This is an optimization exercise on Yosys and OpenROAD, whose aim is small area, a short achievable clock period and few clock cycles per item, not a production implementation. Only simulation tests tie the RTL to the original design; equivalence was not proved. Power figures rest on the tool's default switching activity, not on a simulated workload.

==> flow/design.v <==
module bitpacker (
    input  wire        clk,
    input  wire        rst,           
    input  wire        cmd_valid,
    output wire        cmd_ready,
    input  wire [79:0] cmd_word,
    input  wire        pay_valid,
    output wire        pay_ready,
    input  wire [7:0]  pay_data,
    output reg         rsp_valid,
    output wire [73:0] rsp_word,
    output reg         dst_we,
    output wire [31:0] dst_addr,
    output wire [7:0]  dst_data
);
    localparam [1:0] ST_OK = 2'd0, ST_OVERFLOW = 2'd1, ST_UNDERFLOW = 2'd2,
                     ST_ILLEGAL = 2'd3;
    wire [3:0]  i_opc = cmd_word[79:76];
    wire        i_e   = cmd_word[75];
    wire [2:0]  i_z   = cmd_word[74:72];
    wire [7:0]  i_cnt = cmd_word[71:64];
    wire [31:0] i_dh  = cmd_word[63:32];
    wire [31:0] i_dl  = cmd_word[31:0];
    wire i_z0    = (i_z == 3'd0);
    wire i_dh0   = (i_dh == 32'd0);
    wire i_dl0   = (i_dl == 32'd0);
    wire i_base  = !i_e && i_z0 && (i_cnt == 8'd0);
    wire i_le32  = (i_cnt <= 8'd32);
    wire i_le64  = (i_cnt <= 8'd64);
    wire i_init  = ((i_opc == 4'h1) && i_base && i_dh0) || ((i_opc == 4'h2) && i_base);
    wire i_reset = (i_opc == 4'h3) && i_base && i_dh0 && i_dl0;
    wire i_put   = ((i_opc == 4'h4) && i_z0 && i_le32 && i_dh0) ||
                   ((i_opc == 4'h5) && i_z0 && i_le64);
    wire i_flush = (i_opc == 4'h6) && i_base && i_dh0 && i_dl0;
    wire i_wrb   = (i_opc == 4'h7) && i_base && i_dh0;
    wire i_pos   = (i_opc == 4'h8) && i_base && i_dh0 && i_dl0;
    wire i_rem   = (i_opc == 4'h9) && i_base && i_dh0 && i_dl0;
    wire i_tail  = (i_opc == 4'hA) && i_base && i_dh0 && i_dl0;
    wire i_ill   = !(i_init || i_reset || i_put || i_flush || i_wrb || i_pos || i_rem || i_tail);
    wire       i_big = (i_opc == 4'h5) && !i_le32;
    wire [5:0] i_nhi = (i_cnt[6]) ? 6'd32 : {1'b0, i_cnt[4:0]};    
    wire [5:0] i_n0  = i_big ? (i_e ? 6'd32 : i_nhi) : i_cnt[5:0];
    wire [5:0] i_n1  = i_e ? i_nhi : 6'd32;
    reg [63:0] cache;
    reg [6:0]  fill;
    reg [31:0] index;
    reg [31:0] len;
    reg [32:0] room;
    reg        c_valid;
    reg        c_init, c_reset, c_put, c_flush, c_wrb, c_pos, c_rem, c_tail, c_ill;
    reg        c_e, c_big;
    reg [5:0]  c_n, c_n2;
    reg [31:0] c_dl, c_dh;
    reg [1:0]  c_ph;         
    reg [7:0]  sh;           
    reg [2:0]  fcnt;         
    reg        c_skip;       
    reg [31:0] db;
    reg [1:0]  wcnt;         
    reg        adv;          
    reg [1:0]  st;
    reg        gv0, gv1;
    reg [2:0]  npend;        
    reg [2:0]  nbefore;      
    assign dst_addr = index;
    assign dst_data = db[31:24];
    assign rsp_word = {st, 4'd0, c_dl & {32{gv1}}, c_n[3:0] & {4{gv0}}, c_dh & {32{gv0}}};
    function [31:0] mask32;
        input [5:0] n;
        begin
            mask32 = (n >= 6'd32) ? 32'hFFFF_FFFF : ((32'd1 << n) - 32'd1);
        end
    endfunction
    function [31:0] le32;
        input [5:0]  n;
        input [31:0] v;
        reg   [31:0] m, s, hi, lo;
        reg   [5:0]  a;
        reg   [2:0]  r;
        begin
            m  = v & mask32(n);
            s  = {m[7:0], m[15:8], m[23:16], m[31:24]};
            a  = {n[5:3], 3'b000};
            r  = n[2:0];
            hi = (a == 6'd0) ? 32'd0 : (s >> (6'd32 - a));
            lo = (r == 3'd0) ? 32'd0 : ((s >> (6'd24 - a)) & mask32({3'b000, r}));
            le32 = (hi << r) | lo;
        end
    endfunction
    wire        r_neg  = room[32];
    wire        r_big  = (room[31:4] != 28'd0);
    wire [31:0] ins_v  = (c_big && !c_e) ? c_dh : c_dl;
    wire [31:0] ins_m  = c_e ? le32(c_n, ins_v) : (ins_v & mask32(c_n));
    wire [6:0]  fsum   = fill + {1'b0, c_n};
    wire        drain  = sh[7];
    wire [6:0]  ins_sh = drain ? {2'b00, sh[4:0]} : sh[6:0];
    wire [63:0] ins_c  = (drain ? {cache[31:0], 32'd0} : cache) | ({32'd0, ins_m} << ins_sh);
    wire        dok    = !r_neg && (room[31:2] != 30'd0);    
    wire [3:0]  f8     = fill[6:3];
    wire        fpart  = (fill[2:0] != 3'd0);
    wire [3:0]  c8     = f8 + {3'd0, fpart};
    wire        f_ovf  = r_neg || (!r_big && (room[3:0] < c8));
    wire [3:0]  f_nb   = r_neg ? 4'd0 : (!r_big && room[3:0] < f8) ? room[3:0] : f8;
    wire [1:0]  f_st   = f_ovf ? ST_OVERFLOW : fpart ? ST_UNDERFLOW : ST_OK;
    wire        q_any  = c_pos || c_rem || c_tail;
    wire        q_idx  = c_valid && q_any && !adv;
    wire [3:0]  xi     = q_idx ? f8 : {1'b0, nw_drain, 1'b0, adv};
    wire [32:0] idx_s  = {1'b0, index} + {29'd0, xi};
    wire [3:0]  yr     = q_any ? (c_rem ? c8 : f8) : (p_go && drain) ? 4'd4 : 4'd1;
    wire [32:0] sub    = room - {29'd0, yr};
    wire        s_neg  = sub[32];
    wire [35:0] pos    = {idx_s, fill[2:0]};
    wire [35:0] rem_v  = s_neg ? 36'd0 : {sub, 3'd0 - fill[2:0]};
    wire [31:0] tail_c = s_neg ? len : idx_s[31:0];
    wire [31:0] tail_l = s_neg ? 32'd0 : sub[31:0];
    wire quiet    = (wcnt == 2'd0);
    wire idle_rsp = (npend == 3'd0);
    wire p_go     = c_valid && c_put && (!drain || quiet) && (c_big || npend != 3'd7);
    wire p_ld     = p_go && drain && dok;
    wire p_done   = p_go && !c_big;
    wire nw_drain = p_go && drain && !dok;
    wire g_init   = c_valid && (c_init || c_reset) && quiet && npend != 3'd7;
    wire g_q      = c_valid && (c_pos || c_rem || c_tail || c_ill) && quiet && idle_rsp && !adv;
    wire g_fw     = c_valid && (c_flush || c_wrb) && quiet && idle_rsp;
    wire f_start  = g_fw && (c_ph == 2'd0);
    wire f_move   = (f_start && f_nb != 4'd0) || (g_fw && c_ph == 2'd1);
    wire f_last   = (f_start && f_nb <= 4'd1) || (g_fw && c_ph == 2'd1 && fcnt == 3'd1);
    wire pay_ph   = g_fw && (c_ph == 2'd2);
    wire pay_any  = (c_dl != 32'd0);
    assign pay_ready = pay_ph && pay_any;
    wire take     = pay_ready && pay_valid;
    wire wr_ok    = !r_neg && (room[31:0] != 32'd0);      
    wire w_done   = pay_ph && (!pay_any || (take && c_dl == 32'd1));
    wire fl_done  = c_flush && f_last;
    wire wr_end   = w_done;
    wire triv     = p_done || g_init;
    wire c_done   = p_done || g_init || g_q || (g_fw && (fl_done || w_done));
    wire c_holds  = c_pos || c_rem || c_tail || c_wrb;
    assign cmd_ready = !c_valid ||
                       (c_put && !c_big && (!drain || quiet) && npend != 3'd7) ||
                       ((c_init || c_reset) && quiet && npend != 3'd7) ||
                       (c_ill && quiet && idle_rsp && !adv) ||
                       (c_flush && quiet && idle_rsp && c_ph == 2'd1 && fcnt == 3'd1);
    wire accept   = cmd_valid && cmd_ready;
    wire [6:0] fill_nx = g_init ? 7'd0 :
                         p_go   ? (drain ? fsum - 7'd32 : fsum) :
                         f_move ? fill - 7'd8 : fill;
    wire [5:0] n_nx    = cmd_ready ? i_n0 : (p_go && c_big) ? c_n2 : c_n;
    wire [3:0] tot   = {1'b0, npend} + {3'd0, triv};
    wire       rel   = p_ld ? (npend != 3'd0)
                            : (tot != 4'd0) && (nbefore != 3'd0 || wcnt <= 2'd1);
    always @(posedge clk) begin
        if (rst) begin
            cache   <= 64'd0;
            fill    <= 7'd0;
            sh      <= 8'd64;
            index   <= 32'd0;
            len     <= 32'd0;
            room    <= 33'd0;
            c_valid <= 1'b0;
            c_ph    <= 2'd0;
            wcnt    <= 2'd0;
            adv     <= 1'b0;
            dst_we  <= 1'b0;
            rsp_valid <= 1'b0;
            npend   <= 3'd0;
            nbefore <= 3'd0;
            gv0     <= 1'b0;
            gv1     <= 1'b0;
            st      <= ST_OK;
        end else begin
            sh <= 8'd64 - {1'b0, fill_nx} - {2'b00, n_nx};
            rsp_valid <= 1'b0;
            gv0 <= 1'b0;
            gv1 <= 1'b0;
            npend <= tot[2:0] - {2'd0, rel};
            if (p_ld)
                nbefore <= npend - {2'd0, rel};
            else if (rel && nbefore != 3'd0)
                nbefore <= nbefore - 3'd1;
            if (rel) begin
                rsp_valid <= 1'b1;
                st <= ST_OK;
            end
            adv    <= 1'b0;
            dst_we <= 1'b0;
            if (p_ld) begin
                db     <= cache[63:32];
                wcnt   <= 2'd3;
                adv    <= 1'b1;
                dst_we <= 1'b1;
            end else if (wcnt != 2'd0) begin
                db     <= {db[23:0], 8'd0};
                wcnt   <= wcnt - 2'd1;
                adv    <= 1'b1;
                dst_we <= 1'b1;
            end else if (f_move) begin
                db[31:24] <= cache[63:56];
                adv    <= 1'b1;
                dst_we <= 1'b1;
            end else if (take && !c_skip) begin
                db[31:24] <= pay_data;
                adv    <= 1'b1;
                dst_we <= wr_ok;
            end
            if (!q_idx)
                index <= idx_s[31:0];
            if ((p_go && drain) || f_move || (take && !c_skip))
                room <= sub;
            if (p_go) begin
                cache <= ins_c;
                fill  <= drain ? fsum - 7'd32 : fsum;
                if (c_big) begin
                    c_big <= 1'b0;
                    c_n   <= c_n2;
                    if (c_e)
                        c_dl <= c_dh;
                end
            end
            if (g_init) begin
                cache <= 64'd0;
                fill  <= 7'd0;
                index <= 32'd0;
                if (c_init) begin
                    len  <= c_dl;
                    room <= {1'b0, c_dl};
                end else
                    room <= {1'b0, len};
            end
            if (g_q) begin
                rsp_valid <= 1'b1;
                st  <= c_ill ? ST_ILLEGAL : ST_OK;
                gv0 <= !c_ill;
                gv1 <= c_tail;
                if (c_pos) begin
                    c_dh <= pos[31:0];
                    c_n[3:0] <= pos[35:32];
                end
                if (c_rem) begin
                    c_dh <= rem_v[31:0];
                    c_n[3:0] <= rem_v[35:32];
                end
                if (c_tail) begin
                    c_dh <= tail_c;
                    c_dl <= tail_l;
                    c_n[3:0] <= 4'd0;
                end
            end
            if (f_start) begin
                st <= f_st;
                c_skip <= (f_st != ST_OK);
                fcnt <= f_nb[2:0] - 3'd1;
            end
            if (f_move) begin
                cache <= {cache[55:0], 8'd0};
                fill  <= fill - 7'd8;
                if (!f_start)
                    fcnt <= fcnt - 3'd1;
            end
            if (g_fw && c_ph == 2'd0)
                c_ph <= f_last ? 2'd2 : 2'd1;
            else if (g_fw && c_ph == 2'd1 && fcnt == 3'd1)
                c_ph <= 2'd2;
            if (fl_done) begin
                rsp_valid <= 1'b1;
                if (f_start)
                    st <= f_st;
            end
            if (take) begin
                c_dl <= c_dl - 32'd1;
                if (!c_skip && wr_ok)
                    c_dh <= c_dh + 32'd1;
                if (!c_skip && !wr_ok)
                    st <= ST_OVERFLOW;
            end
            if (w_done) begin
                rsp_valid <= 1'b1;
                gv0 <= 1'b1;
            end
            if (c_done)
                c_valid <= 1'b0;
            if (accept)
                c_valid <= 1'b1;
            if (cmd_ready) begin
                c_init  <= i_init;
                c_reset <= i_reset;
                c_put   <= i_put;
                c_flush <= i_flush;
                c_wrb   <= i_wrb;
                c_pos   <= i_pos;
                c_rem   <= i_rem;
                c_tail  <= i_tail;
                c_ill   <= i_ill;
                c_e     <= i_e;
                c_big   <= i_put && i_big;
                c_n     <= i_n0;
                c_n2    <= i_n1;
                c_dl    <= i_dl;
                c_dh    <= i_dh;
                c_ph    <= 2'd0;
            end
        end
    end
endmodule
clock: 10.0 ns
lec_check: 0
abc_area: 1
cap_margin: 20
core_margin: 2
core_utilization: 50
slew_margin: 20
standard.sh (not shown) runs the stock make flow with config.mk's settings and CLKGATE_MAP_FILE= SYNTH_SCRIPT=/design/flow/synth_recipe.tcl, a recipe that flattens the netlist after the stock synthesis.
==> flow/flow/run.sh <==
#!/bin/bash
set -euo pipefail
bash standard.sh SETUP_SLACK_MARGIN=5.5 'BUFFER_PORTS_ARGS=-buffer_cell sky130_fd_sc_hd__buf_1' finish > standard.log 2>&1
The baseline produced a clean layout.
Testbench counts at the start, summed over its fixed seeds: cycles 55,951, cmds 24,000.
Change:
--- a/flow/design.v
+++ b/flow/design.v
@@ -40,8 +40,10 @@
     wire       i_big = (i_opc == 4'h5) && !i_le32;
     wire [5:0] i_nhi = (i_cnt[6]) ? 6'd32 : {1'b0, i_cnt[4:0]};    
     wire [5:0] i_n0  = i_big ? (i_e ? 6'd32 : i_nhi) : i_cnt[5:0];
     wire [5:0] i_n1  = i_e ? i_nhi : 6'd32;
+    wire [31:0] i_ml = (i_put && !i_big) ? mask32(i_cnt[5:0]) : 32'hFFFF_FFFF;
+    wire [31:0] i_mh = (i_put && i_big) ? mask32(i_nhi) : 32'hFFFF_FFFF;
     reg [63:0] cache;
     reg [6:0]  fill;
     reg [31:0] index;
     reg [31:0] len;
@@ -54,8 +56,9 @@
     reg [1:0]  c_ph;         
     reg [7:0]  sh;           
     reg [2:0]  fcnt;         
     reg        c_skip;       
+    reg        pr;           
     reg [31:0] db;
     reg [1:0]  wcnt;         
     reg        adv;          
     reg [1:0]  st;
@@ -77,9 +80,9 @@
         reg   [31:0] m, s, hi, lo;
         reg   [5:0]  a;
         reg   [2:0]  r;
         begin
-            m  = v & mask32(n);
+            m  = v;              
             s  = {m[7:0], m[15:8], m[23:16], m[31:24]};
             a  = {n[5:3], 3'b000};
             r  = n[2:0];
             hi = (a == 6'd0) ? 32'd0 : (s >> (6'd32 - a));
@@ -89,9 +92,9 @@
     endfunction
     wire        r_neg  = room[32];
     wire        r_big  = (room[31:4] != 28'd0);
     wire [31:0] ins_v  = (c_big && !c_e) ? c_dh : c_dl;
-    wire [31:0] ins_m  = c_e ? le32(c_n, ins_v) : (ins_v & mask32(c_n));
+    wire [31:0] ins_m  = c_e ? le32(c_n, ins_v) : ins_v;
     wire [6:0]  fsum   = fill + {1'b0, c_n};
     wire        drain  = sh[7];
     wire [6:0]  ins_sh = drain ? {2'b00, sh[4:0]} : sh[6:0];
     wire [63:0] ins_c  = (drain ? {cache[31:0], 32'd0} : cache) | ({32'd0, ins_m} << ins_sh);
@@ -126,9 +129,9 @@
     wire f_move   = (f_start && f_nb != 4'd0) || (g_fw && c_ph == 2'd1);
     wire f_last   = (f_start && f_nb <= 4'd1) || (g_fw && c_ph == 2'd1 && fcnt == 3'd1);
     wire pay_ph   = g_fw && (c_ph == 2'd2);
     wire pay_any  = (c_dl != 32'd0);
-    assign pay_ready = pay_ph && pay_any;
+    assign pay_ready = pr;        
     wire take     = pay_ready && pay_valid;
     wire wr_ok    = !r_neg && (room[31:0] != 32'd0);      
     wire w_done   = pay_ph && (!pay_any || (take && c_dl == 32'd1));
     wire fl_done  = c_flush && f_last;
@@ -158,8 +161,9 @@
             len     <= 32'd0;
             room    <= 33'd0;
             c_valid <= 1'b0;
             c_ph    <= 2'd0;
+            pr      <= 1'b0;
             wcnt    <= 2'd0;
             adv     <= 1'b0;
             dst_we  <= 1'b0;
             rsp_valid <= 1'b0;
@@ -272,8 +276,10 @@
                     c_dh <= c_dh + 32'd1;
                 if (!c_skip && !wr_ok)
                     st <= ST_OVERFLOW;
             end
+            pr <= (g_fw && c_wrb && f_last) ? pay_any :
+                  pay_ph ? (take ? (c_dl != 32'd1) : pay_any) : 1'b0;
             if (w_done) begin
                 rsp_valid <= 1'b1;
                 gv0 <= 1'b1;
             end
@@ -294,10 +300,10 @@
                 c_e     <= i_e;
                 c_big   <= i_put && i_big;
                 c_n     <= i_n0;
                 c_n2    <= i_n1;
-                c_dl    <= i_dl;
-                c_dh    <= i_dh;
+                c_dl    <= i_dl & i_ml;
+                c_dh    <= i_dh & i_mh;
                 c_ph    <= 2'd0;
             end
         end
     end
Effect: The new run completed with no timing, DRC or antenna violations. Non-clock buffer count falls by 30. First-iteration DRC count hardly moves. Via count rises by a few percent. Fmax rises slightly. Combinational power falls by roughly a tenth. Clock-buffer cell count rises by 2. Worst setup slack gets better by 35 ps. Global-route usage rises by 3.0 points. Clock power is about the same. Utilization falls by 2.2 points. Hold slack gets better by 4.6 ps.
Testbench counts after the change, summed over its fixed seeds: cycles 55,951, cmds 24,000.

==> afterwards: timing with drivers on the ports <==
In the flow no input, the clock included, has a driving cell. The finished layouts below were timed again as built, in two steps.
Step 1 (the two cells are an assumption about what drives the block):
set clk [get_ports {clk}]
set_driving_cell -lib_cell sky130_fd_sc_hd__clkbuf_16 $clk
set_driving_cell -lib_cell sky130_fd_sc_hd__buf_2 [delete_from_list [all_inputs] $clk]
Step 2, shift: input delay + t, output delay - t, t = (earliest + latest rising clock arrival at the registers) / 2. This alone moves slack from input paths to output paths.
Three values: ideal ports, drivers, drivers and shift; two values: the first two.
| run | shift t [ns] | slack for setup (ns) | worst setup path at the end |
|---|---|---|---|
| the first run | 0.630 | 5.471 / 5.410 / 4.979 | input to register |
| the second run | 0.635 | 5.506 / 5.523 / 4.891 | input to register |
After both steps setup and hold are still met in every run listed. For the second run, which loses most, drivers alone change the setup slack by +0.017 ns; drivers and shift together by -0.615 ns.
